Source: an optimization exercise on an open RTL-to-GDS flow (aim: small area and a short achievable clock period). Production flows keep margins and buffers that such runs may drop. Only simulation tests tie the RTL to the original design; equivalence was not proved. No activity file was given, so power comes from the tool's default toggle rates.

**design/flow/design.v**
```verilog
module mf_normalize #(
    parameter MW = 10
) (
    input  wire [2:0]    e_in,
    input  wire          sat_in,
    input  wire [MW-1:0] m_in,
    output reg  [6:0]    y
);
    reg [3:0]    n;
    reg [MW-1:0] ms;
    integer      i;
    always @* begin
        n = 4'd0;
        for (i = 4; i < MW; i = i + 1)
            if (m_in[i]) n = i - 3;
        ms = m_in >> n;
        if (sat_in || (n > {1'b0, e_in}))
            y = 7'h70;
        else
            y = {e_in - n[2:0], ms[3:0]};
    end
endmodule
module mf_adder (
    input  wire [7:0] a,
    input  wire [7:0] b,
    output wire [7:0] y
);
    wire       sa = a[7];
    wire       sb = b[7];
    wire [2:0] ea = a[6:4];
    wire [2:0] eb = b[6:4];
    wire [3:0] ma = a[3:0];
    wire [3:0] mb = b[3:0];
    wire        a_ge = (ea >= eb);
    wire [2:0]  ex   = a_ge ? ea : eb;
    wire [2:0]  d    = a_ge ? (ea - eb) : (eb - ea);
    wire [10:0] xa   = a_ge ? {7'd0, ma} : ({7'd0, ma} << d);
    wire [10:0] xb   = a_ge ? ({7'd0, mb} << d) : {7'd0, mb};
    wire        same_sign = (sa == sb);
    wire [11:0] dab  = {1'b0, xa} - {1'b0, xb};
    wire [11:0] dba  = {1'b0, xb} - {1'b0, xa};
    wire        b_gt = dab[11];
    wire        tie  = (xa == xb);
    wire [10:0] msum = xa + xb;
    wire [10:0] mraw = same_sign ? msum : (b_gt ? dba[10:0] : dab[10:0]);
    wire        sres = (same_sign || !b_gt) ? sa : sb;
    wire [6:0] n;
    mf_normalize #(.MW(10)) u_norm (
        .e_in  (ex),
        .sat_in((ex == 3'd7) || mraw[10]),
        .m_in  (mraw[9:0]),
        .y     (n)
    );
    assign y = (!same_sign && tie) ? 8'h00 : {sres, n};
endmodule
module mf_multiplier (
    input  wire [7:0] a,
    input  wire [7:0] b,
    output wire [7:0] y
);
    wire       s     = a[7] ^ b[7];
    wire [3:0] esum  = {1'b0, a[6:4]} + {1'b0, b[6:4]};
    wire [7:0] p     = a[3:0] * b[3:0];
    wire       under = (esum < 4'd2);
    wire [3:0] eb    = esum - 4'd2;
    wire [6:0] n;
    mf_normalize #(.MW(8)) u_norm (
        .e_in  (eb[2:0]),
        .sat_in(eb >= 4'd7),
        .m_in  (p),
        .y     (n)
    );
    assign y = under ? {s, 7'd0} : {s, n};
endmodule
module mf_converter (
    input  wire [7:0]  v,
    input  wire [31:0] f,
    output reg  [11:0] to_f32_hi,      
    output reg  [7:0]  exact_y,
    output reg         exact_absent,
    output reg  [7:0]  approx_y
);
    wire       vs = v[7];
    wire [2:0] ve = v[6:4];
    wire [3:0] vm = v[3:0];
    reg  [1:0] p;
    reg  [7:0] xexp;
    reg  [2:0] frac;
    always @* begin
        if (vm[3])      p = 2'd3;
        else if (vm[2]) p = 2'd2;
        else if (vm[1]) p = 2'd1;
        else            p = 2'd0;
        xexp = 8'd125 + {5'd0, ve} + {6'd0, p};
        case (p)
            2'd3:    frac = vm[2:0];
            2'd2:    frac = {vm[1:0], 1'b0};
            2'd1:    frac = {vm[0], 2'b0};
            default: frac = 3'd0;
        endcase
        if (vm == 4'd0)
            to_f32_hi = {vs, 11'd0};
        else
            to_f32_hi = {vs, xexp, frac};
    end
    wire        fs = f[31];
    wire [7:0]  fx = f[30:23];
    wire [22:0] ff = f[22:0];
    wire        xz = (fx == 8'd0);
    wire        is_zero = xz && (ff == 23'd0);
    reg neg;
    integer i;
    always @* begin
        neg = xz || (fx <= 8'd124);
        for (i = 0; i < 23; i = i + 1)
            if (ff[i] && (fx <= 8'd147 - i)) neg = 1'b1;
    end
    wire       z14 = (ff[13:0] == 14'd0);
    reg  [3:0] u;
    always @* begin
        u = 4'd0;
        for (i = 14; i < 23; i = i + 1)
            if (ff[i] && u == 4'd0) u = 23 - i;
    end
    wire       xin  = (fx >= 8'd125) && (fx <= 8'd140);
    wire [3:0] xo   = fx[3:0] - 4'd13;                  
    wire [4:0] eo1  = {1'b0, xo} - {1'b0, u};           
    wire [5:0] eo2  = {2'b0, xo} - {1'b0, u, 1'b0} + 6'd3;   
    wire [3:0] top  = {1'b1, ff[22:20]};
    reg        psat;
    reg  [6:0] pos;
    always @* begin
        psat = eo1[4] || (eo1[3:0] > 4'd6);
        if (u <= 4'd3) begin
            pos  = {eo1[2:0], top >> (2'd3 - u[1:0])};
        end else begin
            if (eo2[5]) psat = 1'b1;
            pos  = {eo2[2:0], top};
        end
        if (!xin || !z14) psat = 1'b1;
    end
    wire [6:0] pres = psat ? 7'h70 : pos;
    reg [6:0] nres;
    always @* begin
        if (xz || fx <= 8'd124) nres = 7'h00;
        else if (fx >= 8'd129)  nres = 7'h70;
        else                    nres = {3'd0, top >> (2'd3 - fx[1:0] + 2'd1)};
    end
    always @* begin
        exact_absent = !is_zero && neg;
        if (is_zero)
            exact_y = {fs, 7'd0};
        else
            exact_y = {fs, pres};
        if (is_zero)
            approx_y = {fs, 7'd0};
        else
            approx_y = {fs, neg ? nres : pres};
    end
endmodule
module minifloat_pipe (
    input  wire        clk,
    input  wire        rst,
    input  wire        in_valid,
    input  wire [4:0]  op,
    input  wire [31:0] a,
    input  wire [31:0] b,
    output wire [31:0] y,
    output reg  [1:0]  st,
    output reg         out_valid
);
    localparam ST_OK      = 2'd0;
    localparam ST_ABSENT  = 2'd1;
    localparam ST_ILLEGAL = 2'd2;
    reg [4:0]  op_q;
    reg [31:0] a_q;
    reg [7:0]  b_q;
    reg        valid_q;
    always @(posedge clk) begin
        if (rst)
            valid_q <= 1'b0;
        else
            valid_q <= in_valid;
    end
    always @(posedge clk) begin
        op_q <= op;
        a_q  <= a;
        b_q  <= b[7:0];
    end
    wire [7:0] va = a_q[7:0];
    wire [7:0] vb = b_q;
    wire [6:0] norm_y;
    mf_normalize #(.MW(10)) u_norm (
        .e_in  (a_q[26:24]),
        .sat_in((a_q[31:24] >= 8'd7) || (a_q[23:10] != 14'd0)),
        .m_in  (a_q[9:0]),
        .y     (norm_y)
    );
    wire [7:0] add_y;
    mf_adder u_add (
        .a(va),
        .b({vb[7] ^ op_q[0], vb[6:0]}),
        .y(add_y)
    );
    wire [7:0] mul_y;
    mf_multiplier u_mul (
        .a(va),
        .b(vb),
        .y(mul_y)
    );
    wire [11:0] tof32_hi;
    wire [7:0]  xfrom_y;
    wire        xfrom_absent;
    wire [7:0]  afrom_y;
    mf_converter u_conv (
        .v           (va),
        .f           (a_q),
        .to_f32_hi   (tof32_hi),
        .exact_y     (xfrom_y),
        .exact_absent(xfrom_absent),
        .approx_y    (afrom_y)
    );
    reg [7:0]  r_d;
    reg [11:0] h_d;
    reg [1:0]  st_d;
    always @* begin
        r_d  = 8'd0;
        h_d  = 12'd0;
        st_d = ST_OK;
        case (op_q)
            5'd0:  r_d = 8'd0;
            5'd1:  r_d = 8'h21;
            5'd2:  r_d = {a_q[16], a_q[10:8], a_q[3:0]};
            5'd3:  r_d = {7'd0, va[7]};
            5'd4:  r_d = {5'd0, va[6:4]};
            5'd5:  r_d = {4'd0, va[3:0]};
            5'd6:  r_d = {7'd0, va[7]};
            5'd7:  r_d = {7'd0, ~va[7]};
            5'd8:  r_d = (va[6:0] == 7'd0) ? 8'd0 : (va[7] ? 8'hFF : 8'h01);
            5'd9:  r_d = {7'd0, (va == vb)};
            5'd10: r_d = {1'b0, norm_y};
            5'd11: r_d = va ^ 8'h80;
            5'd12: r_d = add_y;
            5'd13: r_d = add_y;
            5'd14: r_d = mul_y;
            5'd15: h_d = tof32_hi;
            5'd16: begin
                if (xfrom_absent) st_d = ST_ABSENT;
                else              r_d  = xfrom_y;
            end
            5'd17: r_d = afrom_y;
            default: st_d = ST_ILLEGAL;
        endcase
    end
    reg [7:0]  r_q;
    reg [11:0] h_q;
    always @(posedge clk) begin
        if (rst)
            out_valid <= 1'b0;
        else
            out_valid <= valid_q;
    end
    always @(posedge clk) begin
        r_q <= r_d;
        h_q <= h_d;
        st  <= st_d;
    end
    assign y = {h_q, 12'd0, r_q};
endmodule
```
**design/flow/run.sh**
```bash
#!/bin/bash
# synth_recipe.tcl (not shown) runs the flow's synth.tcl, then flattens the netlist and writes it again
# the make line also repeats each setting of config.mk as NAME=value (left out here)
make -C /OpenROAD-flow-scripts/flow DESIGN_CONFIG=/design/flow/config.mk WORK_HOME=/design/flow/orfs CLKGATE_MAP_FILE= SYNTH_SCRIPT=/design/flow/synth_recipe.tcl finish
```
**design/flow/config.mk**
```make
export PLATFORM = sky130hd
export DESIGN_NAME = minifloat_pipe
export DESIGN_NICKNAME = minifloat_pipe
export VERILOG_FILES = /design/flow/design.v
export SDC_FILE = /design/flow/constraint.sdc
export NUM_CORES = 4
export LEC_CHECK = 0
export CAP_MARGIN = 20
export CORE_MARGIN = 2
export CORE_UTILIZATION = 40
export SLEW_MARGIN = 20
```
**design/flow/constraint.sdc**
```tcl
create_clock -name core_clock -period 15.0 [get_ports {clk}]
set_input_delay 3.0000 -clock core_clock [delete_from_list [all_inputs] [get_ports {clk}]]
set_output_delay 3.0000 -clock core_clock [all_outputs]
set_load 0.01 [all_outputs]
```
==> notes.md <==
==> cells by family after synthesis <==
| group | synth area share |
|---|---|
| DFF | 0.191 |
| and+or+nand+nor | 0.226 |
| xor gates and xnor gates | 0.0405 |
| adders and majority gates | 0.166 |
| buffers and inverters | 0.0771 |
| muxes | 0.0444 |
| AOI/OAI and AO/OA | 0.254 |
| other | 0.000533 |
==> worst max-delay path, cell delays in order (launching register included) <==
cell and delay [ns]:
dfxtp_1 0.65, inv_1 0.28, ha_1 0.96, nand2b_4 0.31
a31o_2 0.41, mux2i_4 0.37, mux4_2 0.37, a22o_1 0.24
ha_1 0.43, inv_1 0.11, a21oi_1 0.13, o21ai_0 0.21
o21ai_0 0.43, and3_1 0.30, a21o_1 0.38, a211oi_1 0.18
o21ai_0 0.36, nand3_1 0.18, a31oi_2 0.27, inv_2 0.11
ha_1 0.32, nor2b_1 0.13, o21a_1 0.16, o21ai_0 0.13
o31ai_1 0.11, nor3_1 0.50, o21ai_0 0.16, o21ai_0 0.18
==> metal layers <==
layer	vias to the layer above	part of all wire	GRT usage
met2	290	0.43	0.347
met1	3187	0.47	0.332
met5	-	0	0
met4	0	0.017	0.0503
li1	3378	-	-
met3	27	0.078	0.0381
==> cells in the mapped netlist (6+ instances only) <==
master    number
o21bai_1       6
a31oi_1       12
nor4_1         9
nand2_1       85
nand3_1       34
nor3_1        30
o31ai_1        6
ha_1          68
o211ai_1       9
fa_1          16
and2_1        16
o21a_1         9
a21o_1        16
buf_4         15
xor2_1         8
nor2_1        81
nor2b_1       11
o21ai_0       42
or3_1          8
a22oi_1        6
mux2i_1       20
clkbuf_1      32
and3_1        14
a221oi_1       6
nand2b_1      10
dfxtp_1       67
a211oi_1      13
xnor2_1       19
a21oi_1       74
inv_1         74
==> power by group <==
part | internal (mW) | total [mW] | switching (mW)
clock | 0.112 | 0.193 | 0.0812
sequential | 0.189 | 0.205 | 0.0163
combinational | 0.196 | 0.483 | 0.287
total | 0.496 | 0.881 | 0.385
==> stage by stage <==
step	hold WS, ns	worst slack [ns]	util
after floorplan	0.414	8.73	-
after global placement	0.419	6.80	0.456
after detailed placement	0.434	6.68	0.456
after CTS	0.454	6.62	0.472
after global routing	0.480	5.95	0.472
final	0.453	6.54	0.472
==> registers in the layout (all words and copies together), names as in the netlist <==
| name | count |
|---|---|
| valid_q | 1 |
| out_valid | 1 |
| op_q | 5 |
| h_q | 10 |
| r_q | 8 |
| b_q | 8 |
| a_q | 32 |
| st | 2 |
==> final cells by class <==
type,instances,area share
clock buffers,10,0.0282
clock inverters,6,0.00523
inverters,75,0.0346
multi-input cells,740,0.639
flip-flops and latches,67,0.165
well taps,225,0.0346
repair buffers,78,0.0935
==> cells in the final DEF (no fill, tap or decap), types with 10 or more instances in the layout <==
master	n
a211oi_1	13
a21o_1	16
a21oi_1	74
a31oi_1	12
and2_1	16
and3_1	14
clkdlybuf4s50_1	70
conb_1	12
dfxtp_1	67
fa_1	16
ha_1	68
inv_1	74
mux2i_1	20
nand2_1	85
nand2b_1	10
nand3_1	34
nor2_1	81
nor2b_1	11
nor3_1	30
o21ai_0	42
xnor2_1	19
==> how the worst max path moves through the flow <==
stage,startpoint,end,slack [ns],cells past startpoint
6_report,a_q[4]$_DFF_P_,r_q[2]$_DFF_P_,6.54,27
5_1_grt,a_q[4]$_DFF_P_,r_q[2]$_DFF_P_,5.95,27
4_1_cts,a_q[4]$_DFF_P_,r_q[2]$_DFF_P_,6.62,27
3_5_place_dp,a_q[4]$_DFF_P_,r_q[2]$_DFF_P_,6.68,27
3_3_place_gp,a_q[4]$_DFF_P_,r_q[2]$_DFF_P_,6.80,27
2_1_floorplan,a_q[5]$_DFF_P_,r_q[2]$_DFF_P_,8.73,30
==> key figures <==
Placed design
  – DP Area: 0.00786 mm^2
  – Placed insts: 1185
  – Port bufs: 70
  – Global placer's final weighted congestion: 0.871
  – Hpwl dp: 16.1 mm

Layout
  – Post-Layout Cell Count: 1201
  – FF/Latch Area: 0.00134 mm^2
  – Area of the multi-input gates: 0.00520 mm^2
  – Final nets: 1127
  – Final instance area: 0.00813 mm^2
  – # fillers: 1724
  – P&R area growth vs syn: 15.5%
  – Antenna diodes: 0
  – Layout cells sized above 1: 0.0574

Clock network
  – CTS tree: done
  – H-Tree Level Count: 3
  – Longest Clk Path Bufs: 2
  – CTS Hold Bufs: 0
  – Clk latency of the worst-skew pair: 0.34 ns
  – CTS Buf Count: 9
  – Clk pin slew, worst setup/hold paths: 0.06 ns
  – Post-CTS Setup Bufs: 0
  – Clock root buffer: clkbuf_16
  – CTS resizes: 0
  – CTS sink count: 67

STA
  – Fmax: 118 MHz
  – Slew HR: 0.351
  – Pins Over Slew Limit: 0
  – Setup TNS: 0 ns
  – Clock skew: 0.00323 ns
  – Period utilisation layout: 0.564
  – Crit path time final: 8.46 ns
  – Unrepaired setup endpoints after global routing: no
  – Worst Tran Pin Value: 0.967 ns
  – Final setup viols: 0
  – Final Hold Viols: 0

Hold path
  – WHS Path Cells: 1
  – Hold crit path type: flop to flop
  – Hold Path End: out_valid$_SDFF_PP0_
  – Hold Startpoint: valid_q$_SDFF_PP0_

Die
  – Chip width: 137 um
  – CORE AREA: 0.0172 mm^2
  – Die area: 0.0187 mm^2
  – Rows: 48
  – Num ports: 107
  – Starting Density: 0.408
  – Die height: 137 um

Critical path
  – R2R depth: 27
  – Reg2reg end: r_q[2]$_DFF_P_
  – Critical Path Sink Type: flop
  – Critical Path RT: 15.27 ns
  – RR Startpoint: a_q[4]$_DFF_P_
  – Startpoint Class: flop
  – R2R setup slack: 6.54 ns
  – CP max FO: 25
  – CP arrival: 8.72 ns
  – Setup CP Type: flop to flop

Job
  – Total of max-cap violations: 0

Global routing
  – First-pass GRT wire length: 33.3 mm
  – Total GRT Usage: 0.227
  – Vias in the first global route: 6284
  – Largest net degree at the start of global routing: 26
  – GR Overflow Total: 0
  – Initial antenna violation count: 0

Logic synthesis
  – Post-synthesis sequential area ratio: 0.191
  – Cell count after synthesis: 923
  – Area leader, netlist: dfxtp_1
  – Asr flop ratio synth: 0
  – Post-synthesis cell type count: 86
  – Area share of the leading cell type in the synthesized netlist: 0.191
  – Syn Area/Cell: 7.63 um^2
  – Post-Syn Area: 0.00704 mm^2
  – YS warnings: 4
  – Synth Register Bits: 67
  – Synth top area cells: dfxtp_1 (19%), ha_1 (12%), a21oi_1 (5.3%)
  – Main flop type after synthesis: dfxtp_1
  – EDFF count, synth: 0

Routing
  – DRC: 0
  – Final WL: 20.9 mm
  – 1st-iter DRT viols: 622
  – Wire per inst: 17.4 um
  – Antenna-violating nets left: 0
  – Vias per inst: 5.73
  – Vias: 6882
  – Detailed Routing Iterations Pass 1: 5

Power
  – Leakage dissipation: 3.52 nW
  – Cell area power density: 108 mW/mm^2
  – VDD IR max: 0.0000588 V
  – Overall Power: 0.881 mW

Outcome
  – Outcome: no timing/DRC/antenna violations

re-timing with driven ports:
No port has a modelled driver above. Below, the same layout with a new extraction and two added sets of constraints.
Step 1 sets driving cells, clkbuf_16 on the clock port and buf_2 on the other inputs (assumed; they add their load-dependent delay and slew).
Step 2, shift: input delay + t, output delay - t, t = (earliest + latest rising clock arrival at the registers) / 2. This alone moves slack from input paths to output paths.
Slacks: no drivers / after step 1 / after step 2; pairs: no drivers / after step 1.
shift t [ns]: 0.378
setup slack, ns: 6.545 / 6.545 / 6.545
hold WS [ns]: 0.453 / 0.453 / 0.453
worst slew at a driven data input, ns: 0.03
pins driven straight from the clock port: 1
After both steps setup and hold are still met in this run. The setup slack of this run moves by 0.000 ns with the drivers and by 0.000 ns with both steps.
